Background: an optimization exercise with open tools, aiming at small area. Do not read the settings as production practice.
Where RTL was checked, it was by simulation tests only, not by an equivalence proof against the original.
No functional check of the RTL was part of run 2.
Power figures rest on the tool's default switching activity, not on a simulated workload.

==> design/flow/design.v <==
module bqcore_csum (
    input  wire [7:0]  acc,        
    input  wire [31:0] old_word,   
    input  wire [7:0]  old_byte,   
    input  wire [31:0] wdata,
    input  wire        size,       
    output wire [7:0]  acc_next    
);
    wire [7:0] n1 = size ? wdata[15:8]    : 8'd0;
    wire [7:0] n2 = size ? wdata[23:16]   : 8'd0;
    wire [7:0] n3 = size ? wdata[31:24]   : 8'd0;
    wire [7:0] o0 = size ? old_word[7:0]  : old_byte;
    wire [7:0] o1 = size ? old_word[15:8]  : 8'd0;
    wire [7:0] o2 = size ? old_word[23:16] : 8'd0;
    wire [7:0] o3 = size ? old_word[31:24] : 8'd0;
    assign acc_next = acc + wdata[7:0] + n1 + n2 + n3 - o0 - o1 - o2 - o3;
endmodule
module bqcore_xcodec (
    input  wire [63:0] xenc_in,     
    output wire [31:0] xenc_out,    
    output wire        xenc_domain,  
    output wire        xenc_range    
);
    wire        s   = xenc_in[63];
    wire [10:0] E   = xenc_in[62:52];
    wire [51:0] T   = xenc_in[51:0];
    wire        tnz = |T;
    wire        gt1 = E[10] || (E[9:0] == 10'h3FF && tnz);
    assign xenc_domain = (E == 11'd0 && !tnz) || (&E);
    assign xenc_range  = gt1 ? (E > 11'd1149) : (E < 11'd895);
    wire [7:0]  efield = E[7:0] + {7'd0, gt1} + 8'h81;
    assign xenc_out = {efield, s, gt1 ? T[51:29] : T[50:28]};
endmodule
module bqcore (
    input  wire        clk,
    input  wire        rst,           
    input  wire        host_valid,
    input  wire        host_we,
    input  wire        host_size,     
    input  wire [6:0]  host_addr,
    input  wire [31:0] host_wdata,
    output reg         host_ack,
    output reg         host_err,
    output reg  [31:0] host_rdata,
    output wire        treq_valid,
    output reg  [1:0]  treq_kind,     
    output wire [6:0]  treq_dev,
    output reg  [1:0]  treq_len,      
    output wire [23:0] treq_data,     
    output wire [15:0] treq_ms,       
    input  wire        trsp_valid,
    input  wire [1:0]  trsp_kind,     
    input  wire [15:0] trsp_data,     
    output wire        irq
);
    localparam [31:0] P_KEYS_RESET = 32'h36720414;
    localparam [6:0]  P_DEV_ADDR   = 7'h55;
    localparam [2:0] E_ILLEGAL = 3'd1, E_DOMAIN = 3'd2, E_RANGE = 3'd3,
                     E_BUS = 3'd4, E_TIMEOUT = 3'd5, E_ABORTED = 3'd6;
    reg        st_busy, st_done, st_ovr;
    reg [2:0]  st_errcode;
    reg [1:0]  ph_hi;           
    reg [2:0]  ph_lo;           
    reg [1:0]  st_sub;
    reg [3:0]  st_op;
    reg        abort_pending, req_out;
    reg [31:0] opa_lo, opa_hi;
    reg [31:0] res_p;
    reg        res_x;
    reg [15:0] ctrl_maxpoll;
    reg        ctrl_ie;
    reg [15:0] csw;
    reg [31:0] keys;
    reg [15:0] loopcnt;
    reg [15:0] lat_maxpoll;
    reg [31:0] lat_keys;
    reg [255:0] blk;
    reg [7:0]  bsum;
    wire [7:0]  csum = ~bsum;
    wire [31:0] xenc_res;
    wire        xenc_domain, xenc_range;
    bqcore_xcodec u_xcodec (
        .xenc_in({opa_hi, opa_lo}), .xenc_out(xenc_res),
        .xenc_domain(xenc_domain), .xenc_range(xenc_range));
    reg  [31:0] blk_word;
    reg  [7:0]  blk_byte;
    integer k;
    always @* begin
        blk_word = 32'd0;
        for (k = 0; k < 8; k = k + 1)
            blk_word = blk_word | (blk[32*k +: 32] & {32{host_addr[4:2] == k[2:0]}});
        blk_byte = 8'd0;
        for (k = 0; k < 4; k = k + 1)
            blk_byte = blk_byte | (blk_word[8*k +: 8] & {8{host_addr[1:0] == k[1:0]}});
    end
    wire [7:0] bsum_next;
    bqcore_csum u_csum (
        .acc(bsum), .old_word(blk_word), .old_byte(blk_byte),
        .wdata(host_wdata), .size(host_size), .acc_next(bsum_next));
    wire [10:0] rx_exp = {3'b000, res_p[31:24]} + 11'd894;
    wire [5:0] ph = {ph_hi, 1'b0, ph_lo};    
    reg        ph_subcmd;      
    reg        ph_poll;        
    reg        ph_sleep;
    reg [15:0] ph_code;        
    always @* begin
        ph_subcmd = 1'b0;
        ph_poll   = 1'b0;
        ph_sleep  = 1'b0;
        ph_code   = 16'h0000;
        case (ph)
            6'h01: ph_code = lat_keys[15:0];
            6'h02: ph_code = lat_keys[31:16];
            6'h10: begin ph_subcmd = 1'b1; ph_code = 16'h002D; end
            6'h11: begin ph_subcmd = 1'b1; ph_code = 16'h0081; end
            6'h12: ph_sleep = 1'b1;
            6'h13: begin ph_subcmd = 1'b1; ph_poll = 1'b1; end
            6'h20: begin ph_subcmd = 1'b1; ph_code = 16'h0080; end
            6'h21: ph_sleep = 1'b1;
            6'h22: begin ph_subcmd = 1'b1; ph_poll = 1'b1; end
            6'h23: ph_sleep = 1'b1;
            6'h24: begin ph_subcmd = 1'b1; ph_code = 16'h0041; end
            6'h25: ph_sleep = 1'b1;
            6'h30: begin ph_subcmd = 1'b1; ph_code = (st_op == 4'hB) ? 16'h0009 : 16'h000A; end
            6'h31: ph_sleep = 1'b1;
            6'h32: begin ph_subcmd = 1'b1; ph_poll = 1'b1; end
            6'h33: ph_sleep = 1'b1;
            6'h34: begin ph_subcmd = 1'b1; ph_poll = 1'b1; end
            6'h35: begin ph_subcmd = 1'b1; ph_code = 16'h000B; end
            default: ;
        endcase
    end
    wire sub1 = ph_subcmd && st_sub == 2'd1;
    wire sub2 = ph_subcmd && st_sub == 2'd2;
    assign treq_valid = req_out;
    assign treq_dev   = P_DEV_ADDR;
    assign treq_data  = {ph_code, 8'h00};
    assign treq_ms    = (ph_hi == 2'd2 && ph_lo[2:1] != 2'b00) ? 16'd150 : 16'd1000;
    always @* begin
        if (ph_sleep)  begin treq_kind = 2'd2; treq_len = 2'd0; end
        else if (sub1) begin treq_kind = 2'd0; treq_len = 2'd1; end
        else if (sub2) begin treq_kind = 2'd1; treq_len = 2'd2; end
        else           begin treq_kind = 2'd0; treq_len = 2'd3; end
    end
    assign irq = st_done & ctrl_ie;
    wire step_abort = st_busy && !req_out && abort_pending;
    wire step_issue = st_busy && !req_out && !abort_pending;
    wire step_rsp   = st_busy && req_out && trsp_valid;
    wire rsp_ok     = sub2 ? (trsp_kind == 2'd1) : (trsp_kind == 2'd0);
    wire bus_err    = step_rsp && !rsp_ok;
    wire adv_sub    = step_rsp && rsp_ok && ph_subcmd && st_sub != 2'd2;
    wire last       = step_rsp && rsp_ok && !(ph_subcmd && st_sub != 2'd2);
    wire poll_done  = last && ph_poll;         
    wire active = (st_op == 4'hB) ? (trsp_data[11:10] != 2'b00) : trsp_data[11];
    reg  cond;
    always @* begin
        case (ph_hi)
            2'd1:    cond = trsp_data[12];
            2'd2:    cond = !trsp_data[12];
            default: cond = ph_lo[2] ? !active : active;
        endcase
    end
    wire pass = poll_done && cond;
    wire fail = poll_done && !cond;
    wire [15:0] cnt_inc = (loopcnt == 16'hFFFF) ? 16'hFFFF : loopcnt + 16'd1;
    wire timeout  = fail && cnt_inc == lat_maxpoll;
    wire complete = (pass && ph == 6'h13 && st_op == 4'h8) || (last && !ph_poll && ph == 6'h25);
    wire lc_clear = (pass && ph == 6'h13 && st_op != 4'h8) || (pass && ph == 6'h32)
                 || (last && !ph_poll && ph == 6'h35);
    wire seq_end  = step_abort || bus_err || timeout || complete;
    reg [1:0] nx_hi;
    reg [2:0] nx_lo;
    always @* begin
        nx_hi = ph_hi;
        nx_lo = ph_lo + 3'd1;
        if (ph_poll) begin
            if (cond) begin
                case (ph_hi)
                    2'd1:    begin nx_hi = 2'd3; nx_lo = 3'd0; end    
                    2'd2:    nx_lo = 3'd3;                            
                    default: nx_lo = ph_lo[2] ? 3'd5 : 3'd3;          
                endcase
            end else begin
                nx_lo = (ph == 6'h34) ? 3'd3 : 3'd0;
            end
        end else begin
            case (ph)
                6'h02: begin nx_hi = 2'd1; nx_lo = 3'd0; end
                6'h35: begin nx_hi = 2'd2; nx_lo = 3'd0; end
                default: ;
            endcase
        end
        if (complete) begin nx_hi = 2'd0; nx_lo = 3'd0; end
    end
    wire        s_busy    = st_busy && !seq_end;
    wire        s_done    = st_done || seq_end;
    wire        s_abrtp   = abort_pending && !seq_end;
    wire        s_req     = step_issue || (req_out && !step_rsp);
    wire [2:0]  s_errcode = step_abort ? E_ABORTED : bus_err ? E_BUS
                          : timeout ? E_TIMEOUT : st_errcode;
    wire        s_move    = last && !timeout;
    wire [1:0]  s_sub     = adv_sub ? st_sub + 2'd1 : s_move ? 2'd0 : st_sub;
    wire [1:0]  s_ph_hi   = s_move ? nx_hi : ph_hi;
    wire [2:0]  s_ph_lo   = s_move ? nx_lo : ph_lo;
    wire [15:0] s_csw     = poll_done ? trsp_data : csw;
    wire [15:0] s_loopcnt = lc_clear ? 16'd0 : fail ? cnt_inc : loopcnt;
    wire        s_res_x   = complete ? 1'b0 : res_x;
    wire [31:0] s_res_p   = complete ? {16'd0, s_csw} : res_p;
    wire legal  = host_size ? (host_addr[1:0] == 2'b00) : (host_addr[6:5] == 2'b10);
    wire wr     = host_valid && host_we && legal;
    wire wr_w   = wr && host_size;
    wire [4:0] wa = host_addr[6:2];
    wire blk_wr = wr && host_addr[6:5] == 2'b10;
    wire [3:0] cop    = host_wdata[3:0];
    wire cmd_wr       = wr_w && wa == 5'h00;
    wire cmd_f        = host_wdata == 32'h0000000F;
    wire accept       = cmd_wr && !s_busy && !cmd_f;
    wire op_ok        = (cop[3:2] == 2'b10) || (cop != 4'h0 && cop <= 4'h4);    
    wire ill          = accept && (host_wdata[31:4] != 28'd0 || !op_ok);
    wire acc_ok       = accept && !ill;
    wire cal_acc      = acc_ok && cop[3:2] == 2'b10;
    wire xe           = cop[2];                  
    wire xe_dom       = acc_ok && xe && xenc_domain;
    wire xe_rng       = acc_ok && xe && !xenc_domain && xenc_range;
    wire cmd_res_we   = acc_ok && cop[3] == 1'b0 && !xe_dom && !xe_rng;
    wire st_w1c       = wr_w && wa == 5'h01;
    reg [31:0] cmd_res;
    always @* begin
        case (cop[1:0])
            2'd1:    cmd_res = {24'd0, csum};
            2'd2:    cmd_res = {16'd0, csum, 7'd0, (csum == opa_lo[7:0])};
            2'd3:    cmd_res = opa_lo;
            default: cmd_res = xenc_res;
        endcase
    end
    wire res_we = cmd_res_we || (complete && !ill);
    wire lc_we  = cal_acc || lc_clear || (fail && !ill);
    wire rd_w   = !host_we && host_size && host_addr[1:0] == 2'b00;
    wire rd_blk = !host_we && host_addr[6:5] == 2'b10;
    wire [15:0] sel;
    genvar g;
    generate for (g = 0; g < 16; g = g + 1) begin : g_sel
        assign sel[g] = rd_w && wa == g;
    end endgenerate
    wire [31:0] st_word = {4'd0, st_op, 4'd0, s_req, s_abrtp, s_sub,
                           2'b00, s_ph_hi, 1'b0, s_ph_lo, 1'b0, s_errcode, st_ovr,
                           (s_errcode != 3'd0), s_done, s_busy};
    wire [31:0] rd_word =
          (st_word                              & {32{sel[1]}})
        | (opa_lo                               & {32{sel[2]}})
        | (opa_hi                               & {32{sel[3]}})
        | (s_res_p                              & {32{sel[4] && !s_res_x}})
        | ({s_res_p[2:0], 29'd0}                & {32{sel[4] && s_res_x}})
        | ({s_res_p[23], rx_exp, s_res_p[22:3]} & {32{sel[5] && s_res_x}})
        | ({15'd0, ctrl_ie, ctrl_maxpoll}       & {32{sel[6]}})
        | ({16'd0, s_csw}                       & {32{sel[7]}})
        | (keys                                 & {32{sel[8]}})
        | ({16'd0, s_loopcnt}                   & {32{sel[9]}})
        | (blk_word & {32{rd_blk && rd_w}})
        | ({24'd0, blk_byte} & {32{rd_blk && !host_size}});
    wire [31:0] wd0   = rst ? 32'd0 : host_wdata;
    wire [31:0] wdk   = rst ? P_KEYS_RESET : host_wdata;
    wire [31:0] wdblk = rst ? 32'd0 : (host_size ? host_wdata : {4{host_wdata[7:0]}});
    integer i;
    always @(posedge clk) begin
        host_err   <= !legal;
        host_rdata <= rd_word;
        if (cal_acc) begin
            lat_maxpoll <= ctrl_maxpoll;
            lat_keys    <= keys;
        end
        if (rst || (wr_w && wa == 5'h02)) opa_lo <= wd0;
        if (rst || (wr_w && wa == 5'h03)) opa_hi <= wd0;
        if (rst || (wr_w && wa == 5'h06)) begin
            ctrl_maxpoll <= wd0[15:0];
            ctrl_ie <= wd0[16];
        end
        if (rst || (wr_w && wa == 5'h08)) keys <= wdk;
        for (i = 0; i < 32; i = i + 1)
            if (rst || (blk_wr && (host_size ? (host_addr[4:2] == i[4:2])
                                             : (host_addr[4:0] == i[4:0]))))
                blk[8*i +: 8] <= wdblk[8*i[1:0] +: 8];
        if (rst || blk_wr) bsum <= rst ? 8'd0 : bsum_next;
        if (rst || poll_done) csw <= rst ? 16'd0 : trsp_data;
        if (rst || res_we) begin
            res_p <= rst ? 32'd0 : cmd_res_we ? cmd_res : {16'd0, s_csw};
            res_x <= !rst && cmd_res_we && cop[1:0] == 2'd3;
        end
        if (rst || lc_we) loopcnt <= (rst || cal_acc || lc_clear) ? 16'd0 : cnt_inc;
        if (rst) begin
            st_busy <= 1'b0; st_done <= 1'b0; st_ovr <= 1'b0;
            st_errcode <= 3'd0; ph_hi <= 2'd0; ph_lo <= 3'd0; st_sub <= 2'd0; st_op <= 4'd0;
            abort_pending <= 1'b0; req_out <= 1'b0;
            host_ack <= 1'b0;
        end else begin
            host_ack <= host_valid;
            st_busy <= s_busy || cal_acc;
            st_done <= accept ? !cal_acc : (st_w1c && host_wdata[1]) ? 1'b0 : s_done;
            st_ovr  <= (cmd_wr && s_busy && !cmd_f) ? 1'b1
                     : (st_w1c && host_wdata[3]) ? 1'b0 : st_ovr;
            st_errcode <= !accept ? s_errcode : ill ? E_ILLEGAL
                        : xe_dom ? E_DOMAIN : xe_rng ? E_RANGE : 3'd0;
            if (accept) st_op <= cop;
            abort_pending <= s_abrtp || (cmd_wr && s_busy && cmd_f);
            req_out <= s_req;
            if (cal_acc) begin
                ph_hi  <= (cop[1:0] == 2'b01) ? 2'd2 : 2'd0;    
                ph_lo  <= (cop[1:0] == 2'b01) ? 3'd0 : 3'd1;    
                st_sub <= 2'd0;
            end else if (!ill) begin
                ph_hi  <= s_ph_hi;
                ph_lo  <= s_ph_lo;
                st_sub <= s_sub;
            end
        end
    end
endmodule
==> design/flow/run.sh <==
#!/bin/bash
# synth_recipe.tcl (not shown) runs the flow's synth.tcl, then flattens the netlist and writes it again
# the make line also repeats each setting of config.mk as NAME=value (left out here)
make -C /OpenROAD-flow-scripts/flow DESIGN_CONFIG=/design/flow/config.mk WORK_HOME=/design/flow/orfs CLKGATE_MAP_FILE= SYNTH_SCRIPT=/design/flow/synth_recipe.tcl finish
==> design/flow/config.mk <==
export PLATFORM = sky130hd
export DESIGN_NAME = bqcore
export DESIGN_NICKNAME = bqcore
export VERILOG_FILES = /design/flow/design.v
export SDC_FILE = /design/flow/constraint.sdc
export NUM_CORES = 4
export LEC_CHECK = 0
export CAP_MARGIN = 20
export CORE_MARGIN = 2
export CORE_UTILIZATION = 60
export CTS_BUF_LIST = sky130_fd_sc_hd__clkbuf_4 sky130_fd_sc_hd__clkbuf_8
export PLACE_DENSITY = 0.75
export SLEW_MARGIN = 20
==> design/flow/constraint.sdc <==
create_clock -name core_clock -period 10.0 [get_ports {clk}]
set_input_delay 2.0000 -clock core_clock [delete_from_list [all_inputs] [get_ports {clk}]]
set_output_delay 2.0000 -clock core_clock [all_outputs]
set_load 0.01 [all_outputs]
==> results_dict.tcl, run 1 <==
set metrics [dict create \
    grt_overflow 0 \
    fin_setup_tns_ns 0 \
    drcViolationCount 0 \
    area_delta_synth_final_pct 12.9 \
    cts_buffers 87 \
    fin_crit_ns 8.14 \
    worst_path_most_repeated_cell "fa_1" \
    p_sw_mw 1.88 \
    worstPathCellList "clkdlybuf4s50_1 > and2_1 > nor2b_2 > a22oi_1 > and3_1 > mux4_2 > mux2i_1 > fa_1 > fa_1 > fa_1 > fa_1 > inv_1 > ha_1 > a21o_1 > a21o_1 > a21o_1 > a21oi_1 > xnor2_1 > xnor2_1 > nor2_1" \
    die_h_um 216 \
    synth_top_area_share_pct 54.5 \
    clkPwrFrac_pct 30.7 \
    swShare_pct 30.0 \
    firstDrtPassIters 12 \
    yosysWarnings 1 \
    cp_slowest_cell "nor2b_2" \
    layout.area.seq_mm2 0.0158 \
    portBuffers 126 \
    yosysTopAreaCell "edfxtp_1" \
    setup_viol 0 \
    hold_viol 0 \
    fin_nets 2538 \
    synth_most_common_cell "edfxtp_1" \
    cp_max_fo 20 \
    grtUsageTotal_pct 40.4 \
    grt_pass1_wl_um 136000 \
    hpwl_um 69300 \
    dieArea_mm2 0.0467 \
    power_frac_comb_pct 23.8 \
    p_per_area_mw_per_mm2 205 \
    core-area_mm2 0.0443 \
    die_w_um 216 \
    syn-cell-area_mm2 0.0270 \
    worstHoldPathType "reg -> reg" \
    clock_path_buffers 3 \
    place_congestion 1.05 \
    min_period_over_period_pct 81.4 \
    required_ns 10.45 \
    num_rows 77 \
    fin_area_mm2 0.0305 \
    h-tree-depth 3 \
    routed_wl_um 94600 \
    postCtsHoldBufs 0 \
    ir_worst_vdd_mv 0.224 \
    postCtsSetupBuffers 0 \
    placed_area_mm2 0.0287 \
    final_max_slew_viol_count 0 \
    whs_ns 0.454 \
    synth_edf_count 490 \
    ys.flop_type "edfxtp_1" \
    synthCells 2291 \
    vias 21200 \
    grt_max_degree 77 \
    ant_nets 0 \
    fillers 3235 \
    clk_pin_slew_ns 0.06 \
    final_layout_size_suffix_gt1_share_pct 10.8 \
    clock_latency_ns 0.73 \
    tightest_slew_ns 1.21 \
    post_cts_resized 0 \
    fmax_mhz 123 \
    cts_sinks 543 \
    pin_count 150 \
    worstPathArrival_ns 8.59 \
    synthArstFlopShare_pct 0 \
    startpoint_type "primary input" \
    synthTopCellsByCount "490 x edfxtp_1, 248 x nand2_1, 124 x a21oi_1, 121 x nor2_1, 111 x a22oi_1" \
    endpoint_kind "register" \
    synthTopCellsByArea "edfxtp_1 54%, dfxtp_1 3.9%, nand2_1 3.4%, fa_1 3.4%, a22oi_1 3.1%" \
    slew_headroom_pct 19.0 \
    synth_seq_cells 543 \
    yosysUniqueCellTypes 85 \
    grt_pass1_vias 20100 \
    rsz0062_at_grt "no" \
    viasPerCell 6.91 \
    multiInputGateArea_mm2 0.0103 \
    intPower_mw 4.37 \
    avgSynthCellArea_um2 11.8 \
    p_leak_nw 10.7 \
    avgRoutedWirePerCell_um 30.8 \
    cts_root_buffer "clkbuf_8" \
    antenna_found_initial 4 \
    initial_utilization_pct 60.9 \
    cts_tree "built" \
    path_delay_family "adder cells" \
    critical_path.n_buffers_inverters 2 \
    slowest_delay_ns 1.01 \
    status "finished clean" \
    crit_type "in -> reg" \
    max-cap-violations 0 \
    drt_iter0_markers 3609 \
    skew_ns 0.0480 \
    synth-seq-area-share_pct 58.4 \
    seqPwrFrac_pct 45.5 \
]
==> final timing paths <==
check               startpoint           end  slack (ns)  depth (start not counted)
setup / recovery  host_addr[2]       bsum[7]        1.86                         20
hold / removal        keys[12]  lat_keys[12]        0.45                          0
setup reg to reg      blk[172]       bsum[7]        4.44                         18
hold reg to reg       keys[12]  lat_keys[12]        0.45                          0
==> layer usage <==
layer / wire length [um] / global-route usage, % / vias up
met5: 32 / 0 / -
met4: 6610 / 23.8 / 4
met3: 11100 / 9.21 / 346
met2: 42400 / 61.8 / 1684
met1: 34400 / 53.4 / 10300
li1: - / - / 8917
==> flip-flops by register name (all words and copies together), names as in the netlist, 2 cells and up <==
signal        flops
blk             256
bsum              8
csw              16
ctrl_maxpoll     16
host_rdata       32
keys             32
lat_keys         32
lat_maxpoll      16
loopcnt          16
opa_hi           32
opa_lo           32
ph_hi             2
ph_lo             3
res_p            32
st_errcode        3
st_op             4
st_sub            2
==> cell usage in the layout, fill, tap and decap left out, drive strengths merged, types with 9 or more instances in the layout <==
master	synthesis	layout
edfxtp	490	490
nand2	250	250
clkbuf	107	126
a21oi	124	124
clkdlybuf4s50	0	124
nor2	122	122
a22oi	111	111
o21ai	88	88
inv	78	81
nor2b	76	76
nand3	56	56
dfxtp	53	53
buf	62	52
fa	46	46
a211oi	46	46
and2	42	42
xnor2	40	40
a22o	34	34
mux2i	34	34
nor4	34	34
a221oi	33	33
nand4	31	31
nor3	27	27
and3	26	26
clkinv	2	26
conb	2	23
a222oi	21	21
ha	21	21
o211ai	20	20
nand2b	18	18
xor2	18	18
or2	16	16
a221o	15	15
a31oi	12	12
mux2	12	12
a21o	9	9
o221ai	9	9
==> cell families (layout without fill, tap and decap cells) <==
kind of cell    Yosys count  count (layout)  synth area share (%)
buf+inv                 249             412                  4.04
flops                   543             543                  58.4
fa+ha+maj                67              67                  4.38
other cells               2              25                0.0278
mux                      53              53                  2.34
xor+xnor                 58              58                  1.88
simple gates            739             739                  13.7
compound gates          580             580                  15.2
==> power by group through the flow <==
stage	sequential [mW]	combinational (mW)	clock (mW)
floorplan	2.80	1.11	0
global placement	2.88	1.44	0
detailed placement	2.88	1.46	0
CTS	2.84	1.46	1.92
global route	2.85	1.66	2.02
finish	2.85	1.49	1.92
==> per-stage QoR <==
| stage | power [mW] | cells | util, % | setup slack (ns) |
|---|---|---|---|---|
| after floorplan | 3.91 | 2312 | - | 2.29 |
| after global placement | 4.32 | 2909 | 64.8 | 1.39 |
| after detailed placement | 4.34 | 2910 | 64.8 | 1.25 |
| after CTS | 6.23 | 3066 | 68.7 | 1.99 |
| after global routing | 6.53 | 3068 | 68.8 | 1.71 |
| final | 6.25 | 3069 | 68.8 | 1.86 |
==> layout make-up <==
type	instances	area share, %
multi-input cells	1520	33.8
clock inverters	30	0.693
repair buffers	176	5.34
well taps	592	2.43
inverters	80	0.985
diodes	2	0.0164
clock buffers	126	4.99
flip-flops and latches	543	51.7
==> run 2, diff against run 1 <==
--- a/design/flow/design.v
+++ b/design/flow/design.v
@@ -41,7 +41,7 @@
     input  wire [31:0] host_wdata,
     output reg         host_ack,
     output reg         host_err,
-    output reg  [31:0] host_rdata,
+    output wire [31:0] host_rdata,
     output wire        treq_valid,
     output reg  [1:0]  treq_kind,     
     output wire [6:0]  treq_dev,
@@ -76,7 +76,14 @@
     reg [31:0] lat_keys;
     reg [255:0] blk;
     reg [7:0]  bsum;
-    wire [7:0]  csum = ~bsum;
+    reg [6:0]  a_q;
+    reg        sz_q;
+    reg        rdw_q;           
+    reg        rdb_q;           
+    reg        pw_q;            
+    reg [31:0] wd_q;
+    wire [7:0]  bsum_next;
+    wire [7:0]  csum = ~(pw_q ? bsum_next : bsum);
     wire [31:0] xenc_res;
     wire        xenc_domain, xenc_range;
     bqcore_xcodec u_xcodec (
@@ -88,15 +95,14 @@
     always @* begin
         blk_word = 32'd0;
         for (k = 0; k < 8; k = k + 1)
-            blk_word = blk_word | (blk[32*k +: 32] & {32{host_addr[4:2] == k[2:0]}});
+            blk_word = blk_word | (blk[32*k +: 32] & {32{a_q[4:2] == k[2:0]}});
         blk_byte = 8'd0;
         for (k = 0; k < 4; k = k + 1)
-            blk_byte = blk_byte | (blk_word[8*k +: 8] & {8{host_addr[1:0] == k[1:0]}});
+            blk_byte = blk_byte | (blk_word[8*k +: 8] & {8{a_q[1:0] == k[1:0]}});
     end
-    wire [7:0] bsum_next;
     bqcore_csum u_csum (
         .acc(bsum), .old_word(blk_word), .old_byte(blk_byte),
-        .wdata(host_wdata), .size(host_size), .acc_next(bsum_next));
+        .wdata(wd_q), .size(sz_q), .acc_next(bsum_next));
     wire [10:0] rx_exp = {3'b000, res_p[31:24]} + 11'd894;
     wire [5:0] ph = {ph_hi, 1'b0, ph_lo};    
     reg        ph_subcmd;      
@@ -121,7 +127,7 @@
             6'h23: ph_sleep = 1'b1;
             6'h24: begin ph_subcmd = 1'b1; ph_code = 16'h0041; end
             6'h25: ph_sleep = 1'b1;
-            6'h30: begin ph_subcmd = 1'b1; ph_code = (st_op == 4'hB) ? 16'h0009 : 16'h000A; end
+            6'h30: begin ph_subcmd = 1'b1; ph_code = st_op[0] ? 16'h0009 : 16'h000A; end
             6'h31: ph_sleep = 1'b1;
             6'h32: begin ph_subcmd = 1'b1; ph_poll = 1'b1; end
             6'h33: ph_sleep = 1'b1;
@@ -151,7 +157,7 @@
     wire adv_sub    = step_rsp && rsp_ok && ph_subcmd && st_sub != 2'd2;
     wire last       = step_rsp && rsp_ok && !(ph_subcmd && st_sub != 2'd2);
     wire poll_done  = last && ph_poll;         
-    wire active = (st_op == 4'hB) ? (trsp_data[11:10] != 2'b00) : trsp_data[11];
+    wire active = st_op[0] ? (trsp_data[11:10] != 2'b00) : trsp_data[11];
     reg  cond;
     always @* begin
         case (ph_hi)
@@ -162,10 +168,10 @@
     end
     wire pass = poll_done && cond;
     wire fail = poll_done && !cond;
-    wire [15:0] cnt_inc = (loopcnt == 16'hFFFF) ? 16'hFFFF : loopcnt + 16'd1;
+    wire [15:0] cnt_inc = loopcnt + {15'd0, ~&loopcnt};    
     wire timeout  = fail && cnt_inc == lat_maxpoll;
-    wire complete = (pass && ph == 6'h13 && st_op == 4'h8) || (last && !ph_poll && ph == 6'h25);
-    wire lc_clear = (pass && ph == 6'h13 && st_op != 4'h8) || (pass && ph == 6'h32)
+    wire complete = (pass && ph == 6'h13 && !st_op[1]) || (last && !ph_poll && ph == 6'h25);
+    wire lc_clear = (pass && ph == 6'h13 && st_op[1]) || (pass && ph == 6'h32)
                  || (last && !ph_poll && ph == 6'h35);
     wire seq_end  = step_abort || bus_err || timeout || complete;
     reg [1:0] nx_hi;
@@ -203,9 +209,6 @@
     wire [1:0]  s_ph_hi   = s_move ? nx_hi : ph_hi;
     wire [2:0]  s_ph_lo   = s_move ? nx_lo : ph_lo;
     wire [15:0] s_csw     = poll_done ? trsp_data : csw;
-    wire [15:0] s_loopcnt = lc_clear ? 16'd0 : fail ? cnt_inc : loopcnt;
-    wire        s_res_x   = complete ? 1'b0 : res_x;
-    wire [31:0] s_res_p   = complete ? {16'd0, s_csw} : res_p;
     wire legal  = host_size ? (host_addr[1:0] == 2'b00) : (host_addr[6:5] == 2'b10);
     wire wr     = host_valid && host_we && legal;
     wire wr_w   = wr && host_size;
@@ -235,36 +238,39 @@
     end
     wire res_we = cmd_res_we || (complete && !ill);
     wire lc_we  = cal_acc || lc_clear || (fail && !ill);
-    wire rd_w   = !host_we && host_size && host_addr[1:0] == 2'b00;
-    wire rd_blk = !host_we && host_addr[6:5] == 2'b10;
     wire [15:0] sel;
     genvar g;
     generate for (g = 0; g < 16; g = g + 1) begin : g_sel
-        assign sel[g] = rd_w && wa == g;
+        assign sel[g] = rdw_q && a_q[6:2] == g;
     end endgenerate
-    wire [31:0] st_word = {4'd0, st_op, 4'd0, s_req, s_abrtp, s_sub,
-                           2'b00, s_ph_hi, 1'b0, s_ph_lo, 1'b0, s_errcode, st_ovr,
-                           (s_errcode != 3'd0), s_done, s_busy};
-    wire [31:0] rd_word =
-          (st_word                              & {32{sel[1]}})
-        | (opa_lo                               & {32{sel[2]}})
-        | (opa_hi                               & {32{sel[3]}})
-        | (s_res_p                              & {32{sel[4] && !s_res_x}})
-        | ({s_res_p[2:0], 29'd0}                & {32{sel[4] && s_res_x}})
-        | ({s_res_p[23], rx_exp, s_res_p[22:3]} & {32{sel[5] && s_res_x}})
-        | ({15'd0, ctrl_ie, ctrl_maxpoll}       & {32{sel[6]}})
-        | ({16'd0, s_csw}                       & {32{sel[7]}})
-        | (keys                                 & {32{sel[8]}})
-        | ({16'd0, s_loopcnt}                   & {32{sel[9]}})
-        | (blk_word & {32{rd_blk && rd_w}})
-        | ({24'd0, blk_byte} & {32{rd_blk && !host_size}});
+    wire [31:0] st_word = {4'd0, st_op, 4'd0, req_out, abort_pending, st_sub,
+                           2'b00, ph_hi, 1'b0, ph_lo, 1'b0, st_errcode, st_ovr,
+                           (st_errcode != 3'd0), st_done, st_busy};
+    assign host_rdata =
+          (st_word                          & {32{sel[1]}})
+        | (opa_lo                           & {32{sel[2]}})
+        | (opa_hi                           & {32{sel[3]}})
+        | (res_p                            & {32{sel[4] && !res_x}})
+        | ({res_p[2:0], 29'd0}              & {32{sel[4] && res_x}})
+        | ({res_p[23], rx_exp, res_p[22:3]} & {32{sel[5] && res_x}})
+        | ({15'd0, ctrl_ie, ctrl_maxpoll}   & {32{sel[6]}})
+        | ({16'd0, csw}                     & {32{sel[7]}})
+        | (keys                             & {32{sel[8]}})
+        | ({16'd0, loopcnt}                 & {32{sel[9]}})
+        | (blk_word & {32{rdw_q && a_q[6:5] == 2'b10}})
+        | ({24'd0, blk_byte} & {32{rdb_q}});
     wire [31:0] wd0   = rst ? 32'd0 : host_wdata;
     wire [31:0] wdk   = rst ? P_KEYS_RESET : host_wdata;
-    wire [31:0] wdblk = rst ? 32'd0 : (host_size ? host_wdata : {4{host_wdata[7:0]}});
+    wire [31:0] wdblk = rst ? 32'd0 : (sz_q ? wd_q : {4{wd_q[7:0]}});
     integer i;
     always @(posedge clk) begin
         host_err   <= !legal;
-        host_rdata <= rd_word;
+        a_q   <= host_addr;
+        sz_q  <= host_size;
+        wd_q  <= host_wdata;
+        rdw_q <= !host_we && host_size && host_addr[1:0] == 2'b00;
+        rdb_q <= !host_we && !host_size && host_addr[6:5] == 2'b10;
+        pw_q  <= !rst && blk_wr;
         if (cal_acc) begin
             lat_maxpoll <= ctrl_maxpoll;
             lat_keys    <= keys;
@@ -277,10 +283,9 @@
         end
         if (rst || (wr_w && wa == 5'h08)) keys <= wdk;
         for (i = 0; i < 32; i = i + 1)
-            if (rst || (blk_wr && (host_size ? (host_addr[4:2] == i[4:2])
-                                             : (host_addr[4:0] == i[4:0]))))
+            if (rst || (pw_q && (sz_q ? (a_q[4:2] == i[4:2]) : (a_q[4:0] == i[4:0]))))
                 blk[8*i +: 8] <= wdblk[8*i[1:0] +: 8];
-        if (rst || blk_wr) bsum <= rst ? 8'd0 : bsum_next;
+        if (rst || pw_q) bsum <= rst ? 8'd0 : bsum_next;
         if (rst || poll_done) csw <= rst ? 16'd0 : trsp_data;
         if (rst || res_we) begin
             res_p <= rst ? 32'd0 : cmd_res_we ? cmd_res : {16'd0, s_csw};
==> design/flow/flow/run.sh (new file) <==
#!/bin/bash
# Layout flow: the standard flow (standard.sh, unchanged synthesis) with
# three layout settings changed:
#  - ports are buffered with the smallest buffer (buf_1) instead of the
#    default clkdlybuf4s50_1; repair_design still resizes them where needed;
#  - clock tree synthesis inserts no dummy loads and uses larger sink
#    clusters, so fewer clock buffers are needed.
# Each tool's full output goes to the ORFS logs under orfs/logs/, and make's
# own output to standard.log in this folder.
set -euo pipefail
export BUFFER_PORTS_ARGS="-buffer_cell sky130_fd_sc_hd__buf_1"
export CTS_ARGS="-sink_clustering_enable -repair_clock_nets -dont_use_dummy_load -buf_list sky130_fd_sc_hd__clkbuf_8 -sink_clustering_size 18 -sink_clustering_max_diameter 45"
bash standard.sh > standard.log 2>&1
==> design/flow/standard.sh (new file) <==
#!/bin/bash
# synth_recipe.tcl (not shown) runs the flow's synth.tcl, then flattens the netlist and writes it again
# the make line also repeats each setting of config.mk as NAME=value (left out here)
make -C /OpenROAD-flow-scripts/flow DESIGN_CONFIG=/design/flow/config.mk WORK_HOME=/design/flow/orfs CLKGATE_MAP_FILE= SYNTH_SCRIPT=/design/flow/synth_recipe.tcl "${@:-finish}"
==> design/flow/config.mk (replaced) <==
export PLATFORM = sky130hd
export DESIGN_NAME = bqcore
export DESIGN_NICKNAME = bqcore
export VERILOG_FILES = /design/flow/design.v
export SDC_FILE = /design/flow/constraint.sdc
export NUM_CORES = 4
export LEC_CHECK = 0
export CAP_MARGIN = 20
export CORE_MARGIN = 2
export CORE_UTILIZATION = 40
export PLACE_DENSITY = 0.6
export SLEW_MARGIN = 20
removed: design/flow/run.sh
==> results_dict.tcl, run 2 <==
set metrics [dict create \
    status "finished clean" \
    grt_pass1_wl_um 133000 \
    core-area_mm2 0.0657 \
    r2r_end "res_p[0]" \
    hpwl_um 68700 \
    ys.flop_type "edfxtp_1" \
    ir_worst_vdd_mv 0.228 \
    die_h_um 262 \
    synthTopCellsByCount "490 x edfxtp_1, 197 x nand2_1, 146 x nor2_1, 111 x a22oi_1, 105 x clkbuf_1" \
    synth_edf_count 490 \
    startpoint_type "register" \
    clock_path_buffers 3 \
    crit_type "reg -> reg" \
    dieArea_mm2 0.0684 \
    tightest_slew_ns 1.24 \
    h-tree-depth 3 \
    initial_utilization_pct 40.4 \
    grt_pass1_vias 18500 \
    yosysWarnings 1 \
    cts_buffers 68 \
    drt_iter0_markers 2954 \
    p_per_area_mw_per_mm2 195 \
    hold_start "ctrl_maxpoll[6]" \
    hold_viol 0 \
    p_leak_nw 10.1 \
    grt_max_degree 65 \
    r2r-start "a_q[4]" \
    max-cap-violations 0 \
    final_layout_size_suffix_gt1_share_pct 9.31 \
    yosysUniqueCellTypes 86 \
    worstHoldPathType "reg -> reg" \
    cts_root_buffer "clkbuf_8" \
    fmax_mhz 125 \
    pre_cts_ws_ns 2.13 \
    viasPerCell 6.22 \
    placed_area_mm2 0.0281 \
    largest_reg_flops 256 \
    firstDrtPassIters 9 \
    num_rows 94 \
    synthCells 2157 \
    synth_top_area_share_pct 55.5 \
    postCtsSetupBuffers 0 \
    fin_nets 2419 \
    final_common_cell "edfxtp_1" \
    clock_latency_ns 0.69 \
    vias 19600 \
    power.total_mw 5.67 \
    synth_most_common_cell "edfxtp_1" \
    slew_headroom_pct 17.4 \
    syn-cell-area_mm2 0.0265 \
    grtUsageTotal_pct 27.2 \
    worstPathArrival_ns 8.44 \
    cts_sinks 554 \
    registers.top_by_ff_count "blk" \
    grt_overflow 0 \
    required_ns 10.44 \
    synthArstFlopShare_pct 0 \
    area_delta_synth_final_pct 9.43 \
    ant_nets 0 \
    min_period_over_period_pct 80.1 \
    skew_ns 0.0702 \
    synthTopCellsByArea "edfxtp_1 55%, dfxtp_1 4.8%, fa_1 3.5%, a22oi_1 3.1%, nand2_1 2.8%" \
    endpoint_kind "register" \
    r2r_setup_slack_ns 1.99 \
    setup_viol 0 \
    synth_seq_cells 554 \
    fin_crit_ns 8.01 \
    fin_area_mm2 0.0290 \
    final_cell_mix "490 x edfxtp_1, 197 x nand2_1, 143 x nor2_1, 125 x buf_1, 111 x a22oi_1" \
    avgRoutedWirePerCell_um 29.7 \
    hold_depth 0 \
    hold_end "lat_maxpoll[6]" \
    synth-seq-area-share_pct 60.3 \
    yosysTopAreaCell "edfxtp_1" \
    fin_ws_ns 1.99 \
    fin_setup_tns_ns 0 \
    post_cts_resized 0 \
    rsz0062_at_grt "no" \
    place_congestion 0.966 \
    postCtsHoldBufs 0 \
    portBuffers 126 \
    whs_ns 0.433 \
    clk_pin_slew_ns 0.10 \
    pin_count 150 \
    avgSynthCellArea_um2 12.3 \
    rr_worst_depth 26 \
    die_w_um 262 \
    cts_tree "built" \
    final_max_slew_viol_count 0 \
    antenna_found_initial 5 \
    cp_max_fo 30 \
    drcViolationCount 0 \
    routed_wl_um 93600 \
]
## run 2: layer usage
layer	up-vias	part of all wire (%)	track usage, %
li1	8342	-	-
met1	9762	42	39.1
met2	1349	43	39.5
met3	179	11	6.14
met4	0	4.0	11.4
met5	-	0	0
## run 2: cell families (layout without fill, tap and decap cells)
| group | after synthesis | in the layout | share of synthesized area [%] |
|---|---|---|---|
| XOR/XNOR | 62 | 62 | 2.20 |
| flip-flops | 554 | 554 | 60.3 |
| other | 2 | 29 | 0.0283 |
| buffers and inverters | 253 | 362 | 4.10 |
| AO/OA/AOI/OAI | 514 | 514 | 14.1 |
| adder cells (fa/ha/maj) | 67 | 67 | 4.46 |
| AND/OR/NAND/NOR | 637 | 637 | 11.9 |
| multiplexers | 68 | 68 | 2.97 |
## run 2: layout make-up
class | instances | area (um^2)
multi-input combinational | 1371 | 9610
antenna | 6 | 15.0
fill | 6001 | 36700
sequential | 554 | 16000
inverter | 93 | 349
clock buffer | 68 | 936
timing repair buffer | 201 | 1040
tap | 864 | 1080
## run 2: how the worst max path moves through the flow
stage	from	to	slack [ns]	cells past startpoint
after floorplan	a_q[3]	res_p[0]	3.01	27
after global placement	a_q[4]	res_p[0]	2.24	26
after detailed placement	a_q[4]	res_p[0]	2.13	26
after CTS	a_q[4]	res_p[0]	2.09	26
after global routing	a_q[4]	res_p[0]	1.68	26
final	a_q[4]	res_p[0]	1.99	26
## run 2: critical path: stages (launching register included)
cell      delay (ns)
dfxtp_1         0.32
buf_4           0.25
inv_1           0.63
nor2_1          0.28
a221oi_1        0.34
a21oi_1         0.12
a221oi_1        0.98
inv_1           0.08
mux4_2          0.50
nor2_1          0.10
a21oi_1         0.06
ha_1            0.31
fa_1            0.50
fa_1            0.43
fa_1            0.49
inv_1           0.04
ha_1            0.20
fa_1            0.47
a21o_1          0.20
a21oi_1         0.18
xnor2_1         0.11
mux2i_1         0.33
xnor2_1         0.11
nand4_1         0.13
nor3b_1         0.06
mux2_2          0.26
o31a_1          0.26
## run 2: stage by stage
| step | cells | util (%) |
|---|---|---|
| after floorplan | 2178 | - |
| after global placement | 3080 | 42.7 |
| after detailed placement | 3082 | 42.7 |
| after CTS | 3150 | 44.1 |
| after global routing | 3153 | 44.1 |
| final | 3157 | 44.2 |
## run 2: power by group
group	internal (mW)	leakage [nW]	switching, mW
clock	0.603	0.489	0.777
combinational	0.612	4.16	0.846
sequential	2.72	5.44	0.116
==> run 3, diff against run 2 <==
--- a/design/flow/design.v
+++ b/design/flow/design.v
@@ -76,7 +76,9 @@
     reg [31:0] lat_keys;
     reg [255:0] blk;
     reg [7:0]  bsum;
-    reg [6:0]  a_q;
+    reg [1:0]  a_q;             
+    reg [7:0]  wsel_q;          
+    reg [3:0]  bsel_q;          
     reg        sz_q;
     reg        rdw_q;           
     reg        rdb_q;           
@@ -95,10 +97,10 @@
     always @* begin
         blk_word = 32'd0;
         for (k = 0; k < 8; k = k + 1)
-            blk_word = blk_word | (blk[32*k +: 32] & {32{a_q[4:2] == k[2:0]}});
+            blk_word = blk_word | (blk[32*k +: 32] & {32{wsel_q[k]}});
         blk_byte = 8'd0;
         for (k = 0; k < 4; k = k + 1)
-            blk_byte = blk_byte | (blk_word[8*k +: 8] & {8{a_q[1:0] == k[1:0]}});
+            blk_byte = blk_byte | (blk_word[8*k +: 8] & {8{bsel_q[k]}});
     end
     bqcore_csum u_csum (
         .acc(bsum), .old_word(blk_word), .old_byte(blk_byte),
@@ -241,7 +243,7 @@
     wire [15:0] sel;
     genvar g;
     generate for (g = 0; g < 16; g = g + 1) begin : g_sel
-        assign sel[g] = rdw_q && a_q[6:2] == g;
+        assign sel[g] = rdw_q && a_q == g[4:3] && wsel_q[g[2:0]];
     end endgenerate
     wire [31:0] st_word = {4'd0, st_op, 4'd0, req_out, abort_pending, st_sub,
                            2'b00, ph_hi, 1'b0, ph_lo, 1'b0, st_errcode, st_ovr,
@@ -257,7 +259,7 @@
         | ({16'd0, csw}                     & {32{sel[7]}})
         | (keys                             & {32{sel[8]}})
         | ({16'd0, loopcnt}                 & {32{sel[9]}})
-        | (blk_word & {32{rdw_q && a_q[6:5] == 2'b10}})
+        | (blk_word & {32{rdw_q && a_q == 2'b10}})
         | ({24'd0, blk_byte} & {32{rdb_q}});
     wire [31:0] wd0   = rst ? 32'd0 : host_wdata;
     wire [31:0] wdk   = rst ? P_KEYS_RESET : host_wdata;
@@ -265,7 +267,9 @@
     integer i;
     always @(posedge clk) begin
         host_err   <= !legal;
-        a_q   <= host_addr;
+        a_q   <= host_addr[6:5];
+        for (i = 0; i < 8; i = i + 1) wsel_q[i] <= host_addr[4:2] == i[2:0];
+        for (i = 0; i < 4; i = i + 1) bsel_q[i] <= host_addr[1:0] == i[1:0];
         sz_q  <= host_size;
         wd_q  <= host_wdata;
         rdw_q <= !host_we && host_size && host_addr[1:0] == 2'b00;
@@ -283,7 +287,7 @@
         end
         if (rst || (wr_w && wa == 5'h08)) keys <= wdk;
         for (i = 0; i < 32; i = i + 1)
-            if (rst || (pw_q && (sz_q ? (a_q[4:2] == i[4:2]) : (a_q[4:0] == i[4:0]))))
+            if (rst || (pw_q && wsel_q[i/4] && (sz_q || bsel_q[i%4])))
                 blk[8*i +: 8] <= wdblk[8*i[1:0] +: 8];
         if (rst || pw_q) bsum <= rst ? 8'd0 : bsum_next;
         if (rst || poll_done) csw <= rst ? 16'd0 : trsp_data;
--- a/design/flow/flow/run.sh
+++ b/design/flow/flow/run.sh
@@ -9,5 +9,5 @@
 # own output to standard.log in this folder.
 set -euo pipefail
 export BUFFER_PORTS_ARGS="-buffer_cell sky130_fd_sc_hd__buf_1"
-export CTS_ARGS="-sink_clustering_enable -repair_clock_nets -dont_use_dummy_load -buf_list sky130_fd_sc_hd__clkbuf_8 -sink_clustering_size 18 -sink_clustering_max_diameter 45"
+export CTS_ARGS="-sink_clustering_enable -repair_clock_nets -dont_use_dummy_load -buf_list sky130_fd_sc_hd__clkbuf_8 -sink_clustering_size 20 -sink_clustering_max_diameter 50"
 bash standard.sh > standard.log 2>&1
==> results_dict.tcl, run 3 <==
set metrics [dict create \
    tightest_slew_ns 1.17 \
    avgSynthCellArea_um2 12.3 \
    synthTopCellsByArea "edfxtp_1 55%, a22oi_1 5.7%, dfxtp_1 5.3%, fa_1 3.5%, nand2_1 2.4%" \
    synth-seq-area-share_pct 60.7 \
    place_congestion 0.972 \
    post_cts_resized 0 \
    busiest_layer "met2" \
    p_sw_mw 1.75 \
    setup_viol 0 \
    h-tree-depth 2 \
    avgRoutedWirePerCell_um 29.7 \
    dieArea_mm2 0.0685 \
    syn-cell-area_mm2 0.0266 \
    status "finished clean" \
    cp_max_fo 19 \
    clkPwrFrac_pct 21.6 \
    p_per_area_mw_per_mm2 197 \
    yosysTopAreaCell "edfxtp_1" \
    grt_pass1_wl_um 131000 \
    area_delta_synth_final_pct 7.46 \
    cts_sinks 561 \
    worstPathArrival_ns 7.31 \
    fin_crit_ns 6.77 \
    ir_worst_vdd_mv 0.236 \
    postCtsSetupBuffers 0 \
    portBuffers 126 \
    intPower_mw 3.88 \
    synthTopCellsByCount "490 x edfxtp_1, 203 x a22oi_1, 172 x nand2_1, 120 x clkbuf_1, 95 x nor2b_1" \
    antenna_found_initial 5 \
    clock_latency_ns 0.71 \
    cts_root_buffer "clkbuf_8" \
    fin_setup_tns_ns 0 \
    cts_tree "built" \
    clk_pin_slew_ns 0.10 \
    final_common_cell "edfxtp_1" \
    final_layout_size_suffix_gt1_share_pct 6.94 \
    fmax_mhz 148 \
    grt_overflow 0 \
    synth_edf_count 490 \
    num_rows 94 \
    layout.area.seq_mm2 0.0161 \
    multiInputGateArea_mm2 0.00943 \
    synth_seq_cells 561 \
    final_cell_mix "490 x edfxtp_1, 203 x a22oi_1, 172 x nand2_1, 124 x buf_1, 95 x nor2b_1" \
    grt_pass1_vias 18500 \
    cts_buffers 54 \
    fin_area_mm2 0.0285 \
    fillers 6071 \
    seqPwrFrac_pct 51.0 \
    drcViolationCount 0 \
    slew_headroom_pct 21.8 \
    core-area_mm2 0.0657 \
    max-cap-violations 0 \
    synthCells 2158 \
    rsz0062_at_grt "no" \
    crit_type "reg -> reg" \
    firstDrtPassIters 6 \
    endpoint_kind "register" \
    worstHoldPathType "reg -> reg" \
    use_met1_pct 38.3 \
    synth_top_area_share_pct 55.4 \
    grt_max_degree 91 \
    skew_ns 0.106 \
    drt_iter0_markers 2696 \
    initial_utilization_pct 40.4 \
    placed_area_mm2 0.0278 \
    routed_wl_um 92100 \
    ant_nets 0 \
    clock_path_buffers 3 \
    largest_reg_flops 256 \
    startpoint_type "register" \
    min_period_over_period_pct 67.7 \
    vias 19400 \
    gr-usage-met3_pct 5.61 \
    grt_use_met2_pct 39.6 \
    fin_nets 2367 \
    yosysWarnings 1 \
    viasPerCell 6.27 \
    required_ns 10.54 \
    synthArstFlopShare_pct 0 \
    grtUsageTotal_pct 26.6 \
    hold_viol 0 \
    synth_most_common_cell "edfxtp_1" \
    ys.flop_type "edfxtp_1" \
    die_w_um 262 \
    swShare_pct 31.1 \
    final_max_slew_viol_count 0 \
    pin_count 150 \
    yosysUniqueCellTypes 76 \
    die_h_um 262 \
    hpwl_um 66300 \
    registers.top_by_ff_count "blk" \
    p_leak_nw 9.79 \
    postCtsHoldBufs 0 \
    power_frac_comb_pct 27.4 \
]
run 3: per-stage QoR:
step / cells / utilization (%) / setup WS [ns] / hold slack, ns / total power, mW
after global routing: 3102 / 43.4 / 2.87 / 0.452 / 5.91
final: 3102 / 43.4 / 3.23 / 0.435 / 5.63
after CTS: 3098 / 43.4 / 3.30 / 0.443 / 5.61
after detailed placement: 3044 / 42.3 / 3.31 / 0.444 / 4.42
after floorplan: 2179 / - / 3.49 / 0.426 / 3.99
after global placement: 3044 / 42.3 / 3.50 / 0.433 / 4.40
run 3: logic make-up after synthesis:
group / count (synthesis) / share of synthesized area (%)
compound gates: 545 / 14.7
xor+xnor: 71 / 2.45
fa+ha+maj: 67 / 4.46
buf+inv: 254 / 4.27
flops: 561 / 60.7
mux: 17 / 0.673
other cells: 2 / 0.0283
simple gates: 641 / 12.7
run 3: area by class of cell:
type | count | area share [%]
multi-input combinational | 1364 | 33.0
clock buffer | 54 | 2.60
inverter | 80 | 1.05
timing repair buffer | 176 | 2.99
tap | 864 | 3.79
antenna | 3 | 0.0263
sequential | 561 | 56.5
run 3: routing by layer:
metal  vias to the layer above  part of all wire (%)
met5                         -                 0.013
met4                         2                   3.8
met3                       192                    11
met2                      1293                    44
met1                      9728                    41
li1                       8231                     -
run 3: power groups by stage:
stage / combinational [mW] / sequential [mW] / clock, mW
global route: 1.72 / 2.88 / 1.31
floorplan: 1.15 / 2.84 / 0
CTS: 1.52 / 2.86 / 1.23
finish: 1.54 / 2.87 / 1.22
global placement: 1.49 / 2.91 / 0
detailed placement: 1.51 / 2.91 / 0
run 3: worst paths after layout:
check                               start     endpoint  slack [ns]  depth (start not counted)
worst max-delay path            wsel_q[3]     res_p[0]        3.23                         21
worst min-delay path              keys[6]  lat_keys[6]        0.44                          0
worst max register to register  wsel_q[3]     res_p[0]        3.23                         21
worst min register to register    keys[6]  lat_keys[6]        0.44                          0
run 3: critical path: stages (launching register included):
cell and delay [ns]:
dfxtp_1 0.85, buf_4 0.42, a22oi_1 0.14, nand4_1 0.31, a22oi_1 0.16, a31oi_1 0.26
fa_1 0.48, fa_1 0.47, fa_1 0.40, fa_1 0.51, inv_1 0.04, ha_1 0.22
fa_1 0.51, nand2_1 0.08, o21ai_0 0.23, xnor2_1 0.21, or3_1 0.31, nor4_1 0.27
nand4_1 0.18, o31ai_1 0.27, a21oi_1 0.07, a211oi_1 0.24
==> run 4, diff against run 3 <==
--- a/design/flow/flow/run.sh
+++ b/design/flow/flow/run.sh
@@ -9,5 +9,5 @@
 # own output to standard.log in this folder.
 set -euo pipefail
 export BUFFER_PORTS_ARGS="-buffer_cell sky130_fd_sc_hd__buf_1"
-export CTS_ARGS="-sink_clustering_enable -repair_clock_nets -dont_use_dummy_load -buf_list sky130_fd_sc_hd__clkbuf_8 -sink_clustering_size 20 -sink_clustering_max_diameter 50"
+export CTS_ARGS="-sink_clustering_enable -repair_clock_nets -dont_use_dummy_load -buf_list sky130_fd_sc_hd__clkbuf_8 -sink_clustering_size 14 -sink_clustering_max_diameter 60"
 bash standard.sh > standard.log 2>&1
==> results_dict.tcl, run 4 <==
set metrics [dict create \
    routed_wl_um 92200 \
    synth_top_area_share_pct 55.4 \
    worstHoldPathType "reg -> reg" \
    seqPwrFrac_pct 51.2 \
    avgRoutedWirePerCell_um 29.7 \
    largest_reg_flops 256 \
    ir_worst_vdd_mv 0.235 \
    crit_type "reg -> reg" \
    postCtsSetupBuffers 0 \
    synthArstFlopShare_pct 0 \
    startpoint_type "register" \
    synth_edf_count 490 \
    num_rows 94 \
    postCtsHoldBufs 0 \
    grtUsageTotal_pct 26.5 \
    synthTopCellsByCount "490 x edfxtp_1, 203 x a22oi_1, 172 x nand2_1, 120 x clkbuf_1, 95 x nor2b_1" \
    cts_sinks 561 \
    yosysUniqueCellTypes 76 \
    pin_count 150 \
    fin_util_pct 43.4 \
    yosysTopAreaCell "edfxtp_1" \
    core-area_mm2 0.0657 \
    min_period_over_period_pct 67.0 \
    cts_tree "built" \
    p_leak_nw 9.77 \
    fin_crit_ns 6.70 \
    clock_path_buffers 3 \
    final_max_slew_viol_count 0 \
    ant_nets 0 \
    status "finished clean" \
    final_cell_mix "490 x edfxtp_1, 203 x a22oi_1, 172 x nand2_1, 124 x buf_1, 95 x nor2b_1" \
    vias 19500 \
    antenna_found_initial 7 \
    drcViolationCount 0 \
    cts_buffers 51 \
    die_h_um 262 \
    post_cts_resized 0 \
    ys.flop_type "edfxtp_1" \
    viasPerCell 6.28 \
    grt_max_degree 91 \
    dieArea_mm2 0.0685 \
    yosysWarnings 1 \
    r2r_setup_slack_ns 3.30 \
    fin_setup_tns_ns 0 \
    final_layout_size_suffix_gt1_share_pct 6.85 \
    synth_most_common_cell "edfxtp_1" \
    portBuffers 126 \
    clock_latency_ns 0.69 \
    endpoint_kind "register" \
    skew_ns 0.0976 \
    registers.top_by_ff_count "blk" \
    fmax_mhz 149 \
    fin_nets 2364 \
    tightest_slew_ns 1.09 \
    worstPathArrival_ns 7.22 \
    synthCells 2158 \
    h-tree-depth 2 \
    synth-seq-area-share_pct 60.7 \
    grt_pass1_wl_um 131000 \
    clkPwrFrac_pct 21.3 \
    setup_viol 0 \
    syn-cell-area_mm2 0.0266 \
    avgSynthCellArea_um2 12.3 \
    required_ns 10.52 \
    synth_seq_cells 561 \
    cts_root_buffer "clkbuf_8" \
    slew_headroom_pct 26.8 \
    power_frac_comb_pct 27.5 \
    cp_max_fo 19 \
    rsz0062_at_grt "no" \
    die_w_um 262 \
    fin_ws_ns 3.30 \
    initial_utilization_pct 40.4 \
    clk_pin_slew_ns 0.10 \
    power.total_mw 5.60 \
    area_delta_synth_final_pct 7.33 \
    final_common_cell "edfxtp_1" \
    pre_cts_ws_ns 3.31 \
    intPower_mw 3.85 \
    swShare_pct 31.3 \
    grt_overflow 0 \
    synthTopCellsByArea "edfxtp_1 55%, a22oi_1 5.7%, dfxtp_1 5.3%, fa_1 3.5%, nand2_1 2.4%" \
    firstDrtPassIters 6 \
    grt_pass1_vias 18500 \
    hold_viol 0 \
    hpwl_um 66300 \
    p_per_area_mw_per_mm2 196 \
    place_congestion 0.972 \
    p_sw_mw 1.75 \
    drt_iter0_markers 2761 \
    max-cap-violations 0 \
    fillers 6069 \
]
run 4: worst paths after layout:
path | start | endpoint | cells after the start
worst min register to register | keys[6] | lat_keys[6] | 0
worst max register to register | wsel_q[3] | res_p[0] | 21
worst max-delay path | wsel_q[3] | res_p[0] | 21
worst min-delay path | keys[6] | lat_keys[6] | 0
run 4: kinds of logic (layout without fill, tap and decap cells):
group | after synthesis | count (layout) | synth area share (%)
buffers and inverters | 254 | 307 | 4.27
other | 2 | 26 | 0.0283
AND/OR/NAND/NOR | 641 | 641 | 12.7
AO/OA/AOI/OAI | 545 | 545 | 14.7
flip-flops | 561 | 561 | 60.7
multiplexers | 17 | 17 | 0.673
XOR/XNOR | 71 | 71 | 2.45
adder cells (fa/ha/maj) | 67 | 67 | 4.46
run 4: final cells by class:
type	count	area, um^2	share of cell area, %
sequential	561	16100	56.6
antenna	3	7.51	0.0263
multi-input combinational	1364	9430	33.1
tap	864	1080	3.79
inverter	80	300	1.05
timing repair buffer	176	853	2.99
clock buffer	51	702	2.46
run 4: metal layers:
metal | global-route usage [%] | wire (um) | vias to the layer above
met2 | 39.8 | 40800 | 1218
li1 | - | - | 8226
met4 | 9.50 | 3520 | 4
met5 | 0 | 24 | -
met3 | 5.34 | 9290 | 201
met1 | 38.2 | 38500 | 9807
run 4: worst max-delay path, stage by stage (launching register included):
cell and delay [ns]:
dfxtp_1 0.82, buf_4 0.42, a22oi_1 0.14, nand4_1 0.30, a22oi_1 0.15, a31oi_1 0.26
fa_1 0.48, fa_1 0.47, fa_1 0.40, fa_1 0.51, inv_1 0.04, ha_1 0.22
fa_1 0.51, nand2_1 0.08, o21ai_0 0.24, xnor2_1 0.22, or3_1 0.31, nor4_1 0.25
nand4_1 0.16, o31ai_1 0.29, a21oi_1 0.08, a211oi_1 0.24
run 4: power groups by stage:
stage               clock, mW  combinational [mW]  sequential [mW]
detailed placement          0                1.51             2.91
finish                   1.19                1.54             2.87
global route             1.29                1.72             2.88
CTS                      1.21                1.52             2.86
global placement            0                1.49             2.91
floorplan                   0                1.15             2.84
run 4: metrics by stage:
stage	std cells	area [um^2]	hold WS, ns
floorplan	2179	26600	0.426
global placement	3044	27800	0.433
detailed placement	3044	27800	0.444
CTS	3095	28500	0.452
global route	3099	28500	0.460
finish	3099	28500	0.445
==> run 5, diff against run 4 <==
--- a/design/flow/flow/run.sh
+++ b/design/flow/flow/run.sh
@@ -9,5 +9,5 @@
 # own output to standard.log in this folder.
 set -euo pipefail
 export BUFFER_PORTS_ARGS="-buffer_cell sky130_fd_sc_hd__buf_1"
-export CTS_ARGS="-sink_clustering_enable -repair_clock_nets -dont_use_dummy_load -buf_list sky130_fd_sc_hd__clkbuf_8 -sink_clustering_size 14 -sink_clustering_max_diameter 60"
+export CTS_ARGS="-sink_clustering_enable -repair_clock_nets -dont_use_dummy_load -buf_list sky130_fd_sc_hd__clkbuf_8 -sink_clustering_size 18 -sink_clustering_max_diameter 80"
 bash standard.sh > standard.log 2>&1
==> results_dict.tcl, run 5 <==
set metrics [dict create \
    grt_overflow 0 \
    grt_pass1_wl_um 131000 \
    avgRoutedWirePerCell_um 29.8 \
    hpwl_um 66300 \
    synthTopCellsByCount "490 x edfxtp_1, 203 x a22oi_1, 172 x nand2_1, 120 x clkbuf_1, 95 x nor2b_1" \
    worstHoldPathType "reg -> reg" \
    drt_iter0_markers 2793 \
    startpoint_type "register" \
    viasPerCell 6.28 \
    cts_root_buffer "clkbuf_8" \
    registers.top_by_ff_count "blk" \
    pin_count 150 \
    placed_area_mm2 0.0278 \
    grtUsageTotal_pct 26.5 \
    ant_nets 0 \
    synthTopCellsByArea "edfxtp_1 55%, a22oi_1 5.7%, dfxtp_1 5.3%, fa_1 3.5%, nand2_1 2.4%" \
    cp_max_fo 19 \
    grt_max_degree 91 \
    post_cts_resized 0 \
    yosysTopAreaCell "edfxtp_1" \
    r2r_setup_slack_ns 3.25 \
    clock_path_buffers 3 \
    whs_ns 0.467 \
    synth_top_area_share_pct 55.4 \
    portBuffers 126 \
    worst_path_most_repeated_cell "fa_1" \
    area_delta_synth_final_pct 6.63 \
    num_rows 94 \
    fmax_mhz 148 \
    dieArea_mm2 0.0685 \
    vias 19400 \
    status "finished clean" \
    h-tree-depth 2 \
    drcViolationCount 0 \
    syn-cell-area_mm2 0.0266 \
    die_w_um 262 \
    synth_seq_cells 561 \
    rsz0062_at_grt "no" \
    fin_setup_tns_ns 0 \
    largest_reg_flops 256 \
    pre_cts_ws_ns 3.31 \
    max-cap-violations 0 \
    cts_sinks 561 \
    tightest_slew_ns 1.25 \
    cts_tree "built" \
    min_period_over_period_pct 67.5 \
    final_common_cell "edfxtp_1" \
    r2r-start "wsel_q[3]" \
    grt_pass1_vias 18400 \
    clock_latency_ns 0.67 \
    synth_most_common_cell "edfxtp_1" \
    hold_viol 0 \
    ir_worst_vdd_mv 0.236 \
    antenna_found_initial 5 \
    hold_start "keys[6]" \
    fillers 6079 \
    hold_depth 0 \
    die_h_um 262 \
    fin_crit_ns 6.75 \
    final_max_slew_viol_count 0 \
    synth-seq-area-share_pct 60.7 \
    postCtsSetupBuffers 0 \
    synthCells 2158 \
    initial_utilization_pct 40.4 \
    r2r_end "res_p[0]" \
    postCtsHoldBufs 0 \
    final_layout_size_suffix_gt1_share_pct 6.26 \
    p_per_area_mw_per_mm2 193 \
    routed_wl_um 92100 \
    skew_ns 0.0755 \
    yosysWarnings 1 \
    hold_end "lat_keys[6]" \
    core-area_mm2 0.0657 \
    slowest_delay_ns 0.83 \
    p_leak_nw 9.67 \
    crit_type "reg -> reg" \
    yosysUniqueCellTypes 76 \
    fin_area_mm2 0.0283 \
    firstDrtPassIters 7 \
    place_congestion 0.972 \
    synth_edf_count 490 \
    final_cell_mix "490 x edfxtp_1, 203 x a22oi_1, 172 x nand2_1, 124 x buf_1, 95 x nor2b_1" \
    worstPathCellList "buf_4 > a22oi_1 > nand4_1 > a22oi_1 > a31oi_1 > fa_1 > fa_1 > fa_1 > fa_1 > inv_1 > ha_1 > fa_1 > nand2_1 > o21ai_0 > xnor2_1 > or3_1 > nor4_1 > nand4_1 > o31ai_1 > a21oi_1 > a211oi_1" \
    fin_nets 2351 \
    fin_util_pct 43.1 \
    synthArstFlopShare_pct 0 \
    worstPathArrival_ns 7.24 \
    fin_ws_ns 3.25 \
    rr_worst_depth 21 \
    ys.flop_type "edfxtp_1" \
    avgSynthCellArea_um2 12.3 \
    endpoint_kind "register" \
    required_ns 10.48 \
    cts_buffers 38 \
    setup_viol 0 \
    cp_slowest_cell "dfxtp_1" \
    clk_pin_slew_ns 0.12 \
    slew_headroom_pct 16.6 \
]
-- run 5: final cells by class --
cell class / instances / area (um^2) / share of cell area, %
clock buffers: 38 / 523 / 1.85
flip-flops and latches: 561 / 16100 / 57.0
diodes: 3 / 7.51 / 0.0265
inverters: 80 / 300 / 1.06
well taps: 864 / 1080 / 3.82
multi-input cells: 1364 / 9430 / 33.3
repair buffers: 176 / 853 / 3.01
-- run 5: metrics by stage --
| stage | std cells | total power [mW] |
|---|---|---|
| 3_5_place_dp | 3044 | 4.42 |
| 6_report | 3086 | 5.46 |
| 3_3_place_gp | 3044 | 4.40 |
| 2_1_floorplan | 2179 | 3.99 |
| 5_1_grt | 3085 | 5.74 |
| 4_1_cts | 3082 | 5.45 |
-- run 5: how the worst max path moves through the flow --
stage             startpoint  slack (ns)  cells past startpoint  endpoint
6_report           wsel_q[3]        3.25                     21  res_p[0]
3_5_place_dp       wsel_q[3]        3.31                     21  res_p[0]
3_3_place_gp       wsel_q[3]        3.50                     22  res_p[0]
4_1_cts            wsel_q[3]        3.28                     21  res_p[0]
2_1_floorplan  trsp_data[10]        3.49                      8  res_p[0]
5_1_grt            wsel_q[3]        2.84                     21  res_p[0]
-- run 5: worst max-delay path, delay by kind of cell, from the launching register on --
| kind | cells | cell delay (ns) |
|---|---|---|
| flops | 1 | 0.83 |
| fa+ha+maj | 6 | 2.59 |
| simple gates | 5 | 1.13 |
| buf+inv | 2 | 0.47 |
| compound gates | 7 | 1.38 |
| xor+xnor | 1 | 0.21 |
-- run 5: routing by layer --
metal | global-route usage (%) | wire, um | up-vias
met5 | 0 | 12 | -
met4 | 9.30 | 3540 | 2
met3 | 5.29 | 10500 | 205
met2 | 39.7 | 40500 | 1309
met1 | 38.4 | 37500 | 9685
li1 | - | - | 8193
-- run 5: kinds of logic (layout without fill, tap and decap cells) --
kind of cell    after synthesis  count (layout)  synth area share (%)
simple gates                641             641                  12.7
flops                       561             561                  60.7
compound gates              545             545                  14.7
buf+inv                     254             294                  4.27
xor+xnor                     71              71                  2.45
fa+ha+maj                    67              67                  4.46
mux                          17              17                 0.673
other cells                   2              26                0.0283
-- run 5: power by group --
part	internal (mW)	leakage (nW)	switching [mW]
registers	2.74	5.50	0.123
clock network	0.344	0.273	0.711
logic	0.652	3.90	0.882
total	3.74	9.67	1.72

## separate check: timing with driven ports
Ports are ideal in the flow. The routed layouts listed here were re-timed in OpenROAD. Step 1 assumes that a clkbuf_16 drives the clock port and a buf_2 every other input. Step 2, shift: input delay + t, output delay - t, t = (earliest + latest rising clock arrival at the registers) / 2. This alone moves slack from input paths to output paths. a / b / c = no drivers / after step 1 / after step 2; a / b = the first two.
| run | t, ns | setup WS [ns] | slew at the worst register clock pin (ns) |
|---|---|---|---|
| run 1 | 0.770 | 1.858 / 1.860 / 1.090 | 0.07 / 0.07 |
| run 2 | 0.719 | 1.992 / 1.992 / 1.992 | 0.10 / 0.10 |
| run 3 | 0.731 | 3.232 / 3.232 / 3.232 | 0.12 / 0.12 |
| run 4 | 0.714 | 3.302 / 3.302 / 3.302 | 0.10 / 0.10 |
| run 5 | 0.704 | 3.246 / 3.246 / 3.246 | 0.12 / 0.12 |
After both steps setup and hold are still met in every run listed. The setup slack of run 1, which loses most, moves by +0.002 ns with the drivers and by -0.768 ns with both steps.
